From an optimization exercise on the open Yosys and OpenROAD flow, aimed at small area, a short achievable clock period and few clock cycles; shortcuts taken in it are not production practice. Function not checked in this run: the RTL went through the layout flow alone.

--- flow/design.v ---
module resolve_core (
    input  wire        clk,
    input  wire        rst,             
    input  wire        start,
    input  wire [9:0]  cand_lag,
    input  wire [9:0]  lag_min,
    input  wire [9:0]  max_dist,
    input  wire [7:0]  subthr_pct,
    output reg         busy,
    output reg  [9:0]  dt_addr,
    input  wire [9:0]  dt_data,
    output reg         done,
    output reg         err,
    output reg  [9:0]  corr_lag,
    output reg  [9:0]  divisor
);
    localparam PH_IDLE = 2'd0;
    localparam PH_DIVD = 2'd1;      
    localparam PH_DIVT = 2'd2;      
    localparam PH_RUN  = 2'd3;
    localparam T_NONE = 2'd0;
    localparam T_K1   = 2'd1;       
    localparam T_KW   = 2'd2;       
    reg [1:0]  ph;
    reg        kmode;               
    reg [9:0]  c_r;
    reg [11:0] th_t;
    reg [6:0]  th_r;
    reg [2:0]  mcnt;
    reg [9:0]  wdm1;
    reg [9:0]  wim1;
    reg [11:0] wr;
    reg [2:0]  ul;                  
    reg        ucont;               
    reg [2:0]  lp;                  
    reg [1:0]  ta_kind, tb_kind;
    reg        ta_last, tb_last;
    reg [9:0]  tb_dm1, tb_im1;
    reg [10:0] tb_r;
    reg [9:0]  kidx;
    reg [10:0] krem;
    reg [9:0]  kn;
    wire        divt  = (ph == PH_DIVT);
    wire [11:0] op_b  = ucont ? 12'd0 : (divt ? {2'b0, kn} : {1'b0, wim1, 1'b1});
    wire [10:0] den   = {wdm1, 1'b0};
    reg  [18:0] dens;
    always @* begin
        case (ul)
            3'd0:    dens = {8'd0, den};
            3'd1:    dens = {6'd0, den, 2'd0};
            3'd2:    dens = {4'd0, den, 4'd0};
            3'd3:    dens = {2'd0, den, 6'd0};
            default: dens = {den, 8'd0};
        endcase
    end
    wire        big = |dens[18:12];
    wire [14:0] d1  = {3'd0, dens[11:0]};
    wire [14:0] d2  = {2'd0, dens[11:0], 1'b0};
    wire [14:0] d4  = {1'd0, dens[11:0], 2'b0};
    wire [14:0] xa  = {3'd0, wr};
    wire [14:0] xb  = {3'd0, op_b};
    wire [14:0] s0 = xa + xb;
    wire [14:0] s1 = xa + xb - d1;
    wire [14:0] s2 = xa + xb - d2;
    wire [14:0] s3 = xa + xb - d2 - d1;
    wire [14:0] s4 = xa + xb - d4;
    wire g1  = !big && !s1[14];
    wire g2  = !big && !s2[14];
    wire g3  = !big && !s3[14];
    wire ovf = !big && !s4[14];
    wire [1:0]  dig  = {g2, (g1 && !g2) || g3};
    wire [11:0] urem = ({12{g3}}        & s3[11:0])
                     | ({12{g2 && !g3}} & s2[11:0])
                     | ({12{g1 && !g2}} & s1[11:0])
                     | ({12{!g1}}       & s0[11:0]);
    wire [7:0]  kq    = ucont ? kn[7:0] : 8'd0;
    wire [9:0]  u_q   = {kq, dig};
    wire [9:0]  basem1  = wim1 + {kq, 2'b00};
    wire [7:0]  b_hi1   = basem1[9:2] + 8'd1;
    wire [2:0]  lo_a    = {1'b0, basem1[1:0]} + {1'b0, dig};
    wire [2:0]  lo_b    = {1'b0, basem1[1:0]} + {1'b0, dig} + 3'd1;
    wire [9:0]  im1_nx  = {lo_a[2] ? b_hi1 : basem1[9:2], lo_a[1:0]};
    wire [9:0]  i_nx    = {lo_b[2] ? b_hi1 : basem1[9:2], lo_b[1:0]};
    wire [2:0]  lq = (|u_q[9:8]) ? 3'd4 : (|u_q[7:6]) ? 3'd3 : (|u_q[5:4]) ? 3'd2 :
                     (|u_q[3:2]) ? 3'd1 : 3'd0;
    wire [12:0] ks     = {2'b0, krem} + {1'b0, wr} - {3'b0, wdm1} - 13'd1;
    wire [12:0] ks2    = {2'b0, krem} + {1'b0, wr} - {3'b0, wdm1} - {2'b0, wdm1, 1'b0} - 13'd3;
    wire [12:0] ks0    = {2'b0, krem} + {1'b0, wr} + {3'b0, wdm1} + 13'd1;
    wire        kneg   = ks[12];
    wire        kge    = !ks2[12];
    wire [9:0]  ksum0  = kidx + wim1;            
    wire [9:0]  ksum1  = kidx + wim1 + 10'd1;
    wire [9:0]  ksum2  = kidx + wim1 + 10'd2;
    wire [9:0]  kidx_n = kneg ? ksum0 : (kge ? ksum2 : ksum1);
    wire [10:0] krem_n = kneg ? ks0[10:0] : (kge ? ks2[10:0] : ks[10:0]);
    wire [3:0] md_a = (krem[9:0] >= 10'd100) + (krem[9:0] >= 10'd200) + (krem[9:0] >= 10'd300)
                    + (krem[9:0] >= 10'd400) + (krem[9:0] >= 10'd500) + (krem[9:0] >= 10'd600)
                    + (krem[9:0] >= 10'd700) + (krem[9:0] >= 10'd800) + (krem[9:0] >= 10'd900)
                    + (krem[9:0] >= 10'd1000);
    wire [9:0] md_b = krem[9:0] - md_a * 7'd100;
    wire [1:0] tg   = kidx[7:6];
    wire [6:0] tb_b = krem[6:0];
    wire [3:0] ta_a = krem[10:7];
    wire [9:0] tp   = {1'b0, th_r, 2'b00} + (tg[1] ? {2'b0, tb_b, 1'b0} : 10'd0)
                                         + (tg[0] ? {3'b0, tb_b} : 10'd0);
    wire [2:0] tk   = (tp >= 10'd100) + (tp >= 10'd200) + (tp >= 10'd300)
                    + (tp >= 10'd400) + (tp >= 10'd500) + (tp >= 10'd600);
    wire [9:0] tr_n = tp - tk * 7'd100;
    wire [11:0] tt_n = {th_t[9:0], 2'b00} + (tg[1] ? {7'd0, ta_a, 1'b0} : 12'd0)
                                        + (tg[0] ? {8'd0, ta_a} : 12'd0) + {9'd0, tk};
    wire is_weak = (th_t[11:10] == 2'b00) && (dt_data > th_t[9:0]);
    wire b_k1     = (tb_kind == T_K1);
    wire b_kw     = (tb_kind == T_KW);
    wire b_d2     = (tb_dm1 == 10'd1);
    wire in_run   = (ph == PH_RUN);
    wire flush_k1 = in_run && b_k1 && !is_weak && !b_d2;
    wire fail_kw  = in_run && b_kw && is_weak;
    wire end_k1   = b_k1 && b_d2;
    wire end_kw   = b_kw && !is_weak && tb_last;
    wire end_run  = in_run && (end_k1 || end_kw);
    wire w_ge3    = (wdm1 >= 10'd2);
    wire flow_go  = in_run && !kmode && w_ge3 && !flush_k1 && !end_run;
    wire kfail_go = kmode && fail_kw;
    wire unit_run = flow_go || kfail_go;
    wire issue_kw = in_run && kmode && !fail_kw && !end_kw && (kn != 10'd0);
    wire thr_ok   = (mcnt >= 3'd3);
    wire [2:0] lvl0 = (lag_min[9:2] == 8'd0 && cand_lag >= {lag_min[1:0], 8'd0}) ? 3'd4 :
                      (lag_min[9:4] == 6'd0 && cand_lag >= {lag_min[3:0], 6'd0}) ? 3'd3 :
                      (lag_min[9:6] == 4'd0 && cand_lag >= {lag_min[5:0], 4'd0}) ? 3'd2 :
                      (lag_min[9:8] == 2'd0 && cand_lag >= {lag_min[7:0], 2'd0}) ? 3'd1 : 3'd0;
    always @(posedge clk) begin
        if (rst) begin
            ph <= PH_IDLE; kmode <= 1'b0;
            busy <= 1'b0; done <= 1'b0; err <= 1'b0;
            corr_lag <= 10'd0; divisor <= 10'd0; dt_addr <= 10'd0;
            c_r <= 10'd0; th_t <= 12'd0; th_r <= 7'd0; mcnt <= 3'd7;
            wdm1 <= 10'd0; wim1 <= 10'd0; wr <= 12'd0;
            ul <= 3'd0; ucont <= 1'b0; lp <= 3'd0;
            ta_kind <= T_NONE; tb_kind <= T_NONE; ta_last <= 1'b0; tb_last <= 1'b0;
            tb_dm1 <= 10'd0; tb_im1 <= 10'd0; tb_r <= 11'd0;
            kidx <= 10'd0; krem <= 11'd0; kn <= 10'd0;
        end else begin
            done <= 1'b0;
            if (mcnt == 3'd0) begin
                krem <= {md_a, md_b[6:0]};
                mcnt <= 3'd1;
            end else if (mcnt <= 3'd4) begin
                th_t <= tt_n;
                th_r <= tr_n[6:0];
                kidx <= {kidx[7:0], 2'b00};
                mcnt <= mcnt + 3'd1;
            end
            tb_kind <= (flush_k1 || fail_kw || end_run) ? T_NONE : ta_kind;
            tb_last <= ta_last;
            tb_dm1  <= wdm1;
            tb_im1  <= wim1;
            tb_r    <= wr[10:0];
            ta_kind <= T_NONE;
            ta_last <= 1'b0;
            case (ph)
                PH_IDLE: begin
                    if (start) begin
                        if (lag_min == 10'd0) begin
                            done <= 1'b1;
                            err  <= 1'b1;
                        end else begin
                            busy  <= 1'b1;
                            err   <= 1'b0;
                            c_r   <= cand_lag;
                            kidx  <= {2'b0, subthr_pct};
                            krem  <= {1'b0, max_dist};
                            th_t  <= 12'd0;
                            th_r  <= 7'd0;
                            mcnt  <= 3'd0;
                            wdm1  <= lag_min;
                            wim1  <= lag_min - 10'd1;
                            wr    <= {1'b0, cand_lag, 1'b0};
                            ul    <= lvl0;
                            kn    <= 10'd0;
                            ucont <= 1'b1;
                            kmode <= 1'b0;
                            lp    <= 3'd0;
                            ph    <= PH_DIVD;
                        end
                    end
                end
                PH_DIVD: begin
                    if (ovf) begin
                        ul <= ul + 3'd1;
                    end else if (ul != 3'd0) begin
                        wr <= urem;
                        kn <= {kq, dig};
                        ul <= ul - 3'd1;
                    end else if (u_q < 10'd2) begin
                        divisor  <= 10'd1;
                        corr_lag <= c_r;
                        busy     <= 1'b0;
                        done     <= 1'b1;
                        ucont    <= 1'b0;
                        ph       <= PH_IDLE;
                    end else begin
                        wdm1  <= u_q;
                        wr    <= urem;
                        kn    <= u_q;
                        ucont <= 1'b0;
                        ph    <= PH_DIVT;
                    end
                end
                PH_DIVT: begin
                    if (ovf) begin
                        if (!ucont) begin
                            wr <= s0[11:0];
                            kn <= 10'd0;
                        end
                        ul    <= ul + 3'd1;
                        ucont <= 1'b1;
                    end else if (ul != 3'd0) begin
                        wr    <= urem;
                        kn    <= {kq, dig};
                        ul    <= ul - 3'd1;
                        ucont <= 1'b1;
                    end else if (thr_ok) begin
                        wdm1    <= wdm1 - 10'd1;
                        wim1    <= im1_nx;
                        wr      <= urem;
                        dt_addr <= i_nx;
                        ta_kind <= T_K1;
                        ucont   <= 1'b0;
                        lp      <= lq;
                        ul      <= lq;
                        ph      <= PH_RUN;
                    end
                end
                default: begin  
                    if (end_run) begin
                        if (end_k1) begin
                            divisor  <= is_weak ? 10'd1 : 10'd2;
                            corr_lag <= is_weak ? c_r : tb_im1 + 10'd1;
                        end else begin
                            divisor  <= wdm1 + 10'd1;
                            corr_lag <= wim1 + 10'd1;
                        end
                        busy  <= 1'b0;
                        done  <= 1'b1;
                        kmode <= 1'b0;
                        ucont <= 1'b0;
                        ph    <= PH_IDLE;
                    end else if (flush_k1) begin
                        wdm1  <= tb_dm1;
                        wim1  <= tb_im1;
                        wr    <= {1'b0, tb_r};
                        kidx  <= tb_im1 + 10'd1;
                        krem  <= tb_r;
                        kn    <= tb_dm1 - 10'd1;
                        kmode <= 1'b1;
                        ucont <= 1'b0;
                        ul    <= lp;
                    end else begin
                        if (kfail_go)
                            kmode <= 1'b0;
                        if (unit_run) begin
                            if (ovf) begin
                                if (!ucont) begin
                                    wr <= s0[11:0];
                                    kn <= 10'd0;
                                end
                                ul    <= ul + 3'd1;
                                ucont <= 1'b1;
                            end else if (ul != 3'd0) begin
                                wr    <= urem;
                                kn    <= {kq, dig};
                                ul    <= ul - 3'd1;
                                ucont <= 1'b1;
                            end else begin
                                wdm1    <= wdm1 - 10'd1;
                                wim1    <= im1_nx;
                                wr      <= urem;
                                dt_addr <= i_nx;
                                ta_kind <= T_K1;
                                ucont   <= 1'b0;
                                lp      <= lq;
                                ul      <= lq;
                            end
                        end
                        if (issue_kw) begin
                            kidx    <= kidx_n;
                            krem    <= krem_n;
                            kn      <= kn - 10'd1;
                            dt_addr <= kidx_n;
                            ta_kind <= T_KW;
                            ta_last <= (kn == 10'd1);
                        end
                    end
                end
            endcase
        end
    end
endmodule
--- flow/run.sh ---
#!/bin/bash
# synth_recipe.tcl (not shown) runs the flow's synth.tcl, then flattens the netlist and writes it again
# the make line also repeats each setting of config.mk as NAME=value (left out here)
make -C /OpenROAD-flow-scripts/flow DESIGN_CONFIG=/design/flow/config.mk WORK_HOME=/design/flow/orfs CLKGATE_MAP_FILE= SYNTH_SCRIPT=/design/flow/synth_recipe.tcl finish
--- flow/config.mk ---
export PLATFORM = sky130hd
export DESIGN_NAME = resolve_core
export DESIGN_NICKNAME = resolve_core
export VERILOG_FILES = /design/flow/design.v
export SDC_FILE = /design/flow/constraint.sdc
export NUM_CORES = 4
export LEC_CHECK = 0
export ABC_AREA = 1
export CAP_MARGIN = 20
export CORE_MARGIN = 2
export CORE_UTILIZATION = 60
export SLEW_MARGIN = 20
--- flow/constraint.sdc ---
create_clock -name core_clock -period 10.0 [get_ports {clk}]
set_input_delay 2.0000 -clock core_clock [delete_from_list [all_inputs] [get_ports {clk}]]
set_output_delay 2.0000 -clock core_clock [all_outputs]
set_load 0.01 [all_outputs]
==> summary.txt <==
[logic make-up (layout without fill, tap and decap cells)]
family                     count (synthesis)  after routing  synth area share
and+or+nand+nor                         1546           1546            0.3179
AOI/OAI and AO/OA                        645            645            0.1822
buffers and inverters                    613            641            0.1155
adders and majority gates                246            246            0.1582
DFF                                      175            175            0.1666
xor gates and xnor gates                 143            143           0.05958
other                                      0              1                 0
[registers in the layout, indices dropped and copies added (netlist names), 7 cells and up]
signal and cells:
krem 11, dt_addr 10, kidx 10, wr 12
wim1 10, tb_im1 10, divisor 10, corr_lag 10
th_t 12, th_r 7, c_r 10, wdm1 10
tb_r 11, tb_dm1 10, kn 10
[worst max path at each step]
stage / end / from / slack (ps) / depth (start not counted)
after floorplan: dt_addr[7] / ph[0] / 3000 / 40
after global placement: dt_addr[7] / ph[0] / 2290 / 39
after detailed placement: dt_addr[7] / ph[0] / 1900 / 38
after CTS: dt_addr[7] / ph[0] / 1870 / 38
after global routing: dt_addr[7] / ph[0] / 1060 / 39
final: dt_addr[7] / ph[0] / 1720 / 38
[per-stage QoR]
step / setup slack [ps] / util / std cells / hold slack (ps)
2_1_floorplan: 2999 / - / 3368 / 388.3
3_3_place_gp: 2294 / 0.6382 / 3819 / 393.1
3_5_place_dp: 1904 / 0.6382 / 3819 / 395.4
4_1_cts: 1872 / 0.6548 / 3851 / 406.7
5_1_grt: 1063 / 0.6548 / 3851 / 444.3
6_report: 1719 / 0.6549 / 3852 / 412.0
[layout by cell type (no fill, tap or decap), drive strengths merged, types with 12 or more instances in the layout]
cell	count
nand2	826
inv	504
nor2	356
a21oi	232
nand3	219
o21ai	216
ha	213
dfxtp	175
xor2	105
clkdlybuf4s50	82
nand4	52
nor3	49
o211ai	39
xnor2	38
fa	33
a31oi	23
a211oi	23
buf	21
clkbuf	17
clkinv	15
a22oi	13
o22ai	13
or2	13
nor4	12
[layout make-up]
class,count,area share
clock inverter,15,0.006582
antenna,1,0.0001106
inverter,506,0.08423
clock buffer,17,0.01880
multi-input combinational,2580,0.6671
sequential,175,0.1549
timing repair buffer,103,0.04314
tap,455,0.02516
[per-layer routing]
metal	GRT usage	up-vias	share of wire
met3	0.1149	341	0.13
met4	0.2320	6	0.060
met2	0.6557	1555	0.41
met1	0.5609	10920	0.39
met5	0	-	0.00035
li1	-	11090	-
[worst max-delay path, delay by kind of cell, from the launching register on]
kind	cells	cell delay [ps]
compound gates	4	820
xor+xnor	3	1110
fa+ha+maj	7	2610
buf+inv	8	1070
flops	1	360
simple gates	16	2240
==> summary.txt <==
most numerous cell in the Yosys netlist nand2_1; register area share after synthesis 0.1666; post-CTS sizing 0; Max Slew Vio Count 0; GP Congestion 1.054; CTS Sinks 175; arrival time worst endpoint 8680 ps; r2r setup slk 1720 ps; clk_skew 21.57 ps; Crit Path Class flop to flop; Hold Vio Cnt, Final 0; DRC errors left 0; #FFs+latches synth 175; Post-synth ARST share 0; post-placement cell area 0.02205 mm^2; first-pass GRT wire length 122100 um; Worst-Margin Slew 1191 ps; I/O Buffers 83; Hold-fix buffers, CTS 0; Hold Path Cell Cnt 2; die area 0.03655 mm^2; R2R Path Start ph[0]; top post-synthesis cells by area dfxtp_1, nand2_1, ha_1; vias in the first global route 22240; Worst Hold Class flop to flop; Rel. slew slack 0.2029; largest net degree at the start of global routing 76; final setup TNS 0 ps; Reg2Reg Depth 38; share of the synthesized area in the top cell type 0.1666; postcts setup bufs 0; CTS tree done; number of synthesis warnings 1; detail-routed via count per cell 6.206; starting density of the core 0.6086; WL final 80650 um; P&R area growth vs syn 7.612%; worst-path cell with the longest stage delay fa_1; layout cells sized above 1 0.04888; ys flop type dfxtp_1; top post-synthesis cells by count nand2_1, inv_1, nor2_1; root buf cell clkbuf_16; worst r2r dst dt_addr[7]; Hold Crit Start ta_last; syn_nets 3665; cell area after synthesis 0.02102 mm^2; Site Rows 68; core footprint 0.03454 mm^2; vias 23910; RSZ-0062 raised after global routing no; Total GRT Usage 0.4330; Ports 84; Clock Path Buffers 2; Iteration-0 DRC Markers 3014; fin nets 3680; Max Cap Viol 0; Post-Syn Instances 3368; post-route ant nets 0; total area of sequential cells 0.003503 mm^2; WP data required 10400 ps; clock latency on the worst-skew pair 470 ps; Worst path max stage delay 530 ps; Synth area leader dfxtp_1; final setup fails 0; CP Launch Type flop; Tcrit/Tclk final 0.8281; Post-synth EDFFs 0; initial antenna violation count 4; # fillers 3188; router iterations before antenna repair 6; status no timing/DRC/antenna violations; Final HPWL DP 63350 um; H-tree level count 4; CTS clk-pin slew, worst paths 90 ps; die width 191.2 um; hold path endpoint tb_last; remaining global-route overflow 0; Cell variety after synth 68; Die Ht 191.2 um; drt wl/cell 20.94 um; Mapped Avg Cell Area 6.242 um^2; crit end category flop; achievable frequency 120.8 MHz; worst-path fanout max 13; area occupied by multi-input gates 0.01509 mm^2; fin crit period 8281 ps; Final Instance Area 0.02262 mm^2; CTS buffer count 17

==> afterwards: timing with drivers on the ports <==
The results above use ideal ports. As a check the final layout listed here was re-extracted and re-timed, cells and wires unchanged. Step 1: set_driving_cell puts a clkbuf_16 on clk and a buf_2 on each other input, an assumption about the parent block. Step 2 adds t to the input delays and takes it off the output delays; t is the mean of the earliest and latest rising clock arrival at the registers after step 1. Input paths then give back, and output paths get back, about the clock's delay inside the block. Slacks: ideal ports / drivers / drivers and shift; pairs: ideal ports / drivers.
t (ns): 0.519
setup WS [ns]: 1.719 / 1.719 / 1.719
worst setup path at the end: register to register
worst slew at a driven data input, ns: 0.05
pins driven straight from the clock port: 1
After both steps setup and hold are still met in this run. For this run, drivers alone change the setup slack by 0.000 ns; drivers and shift together by 0.000 ns.
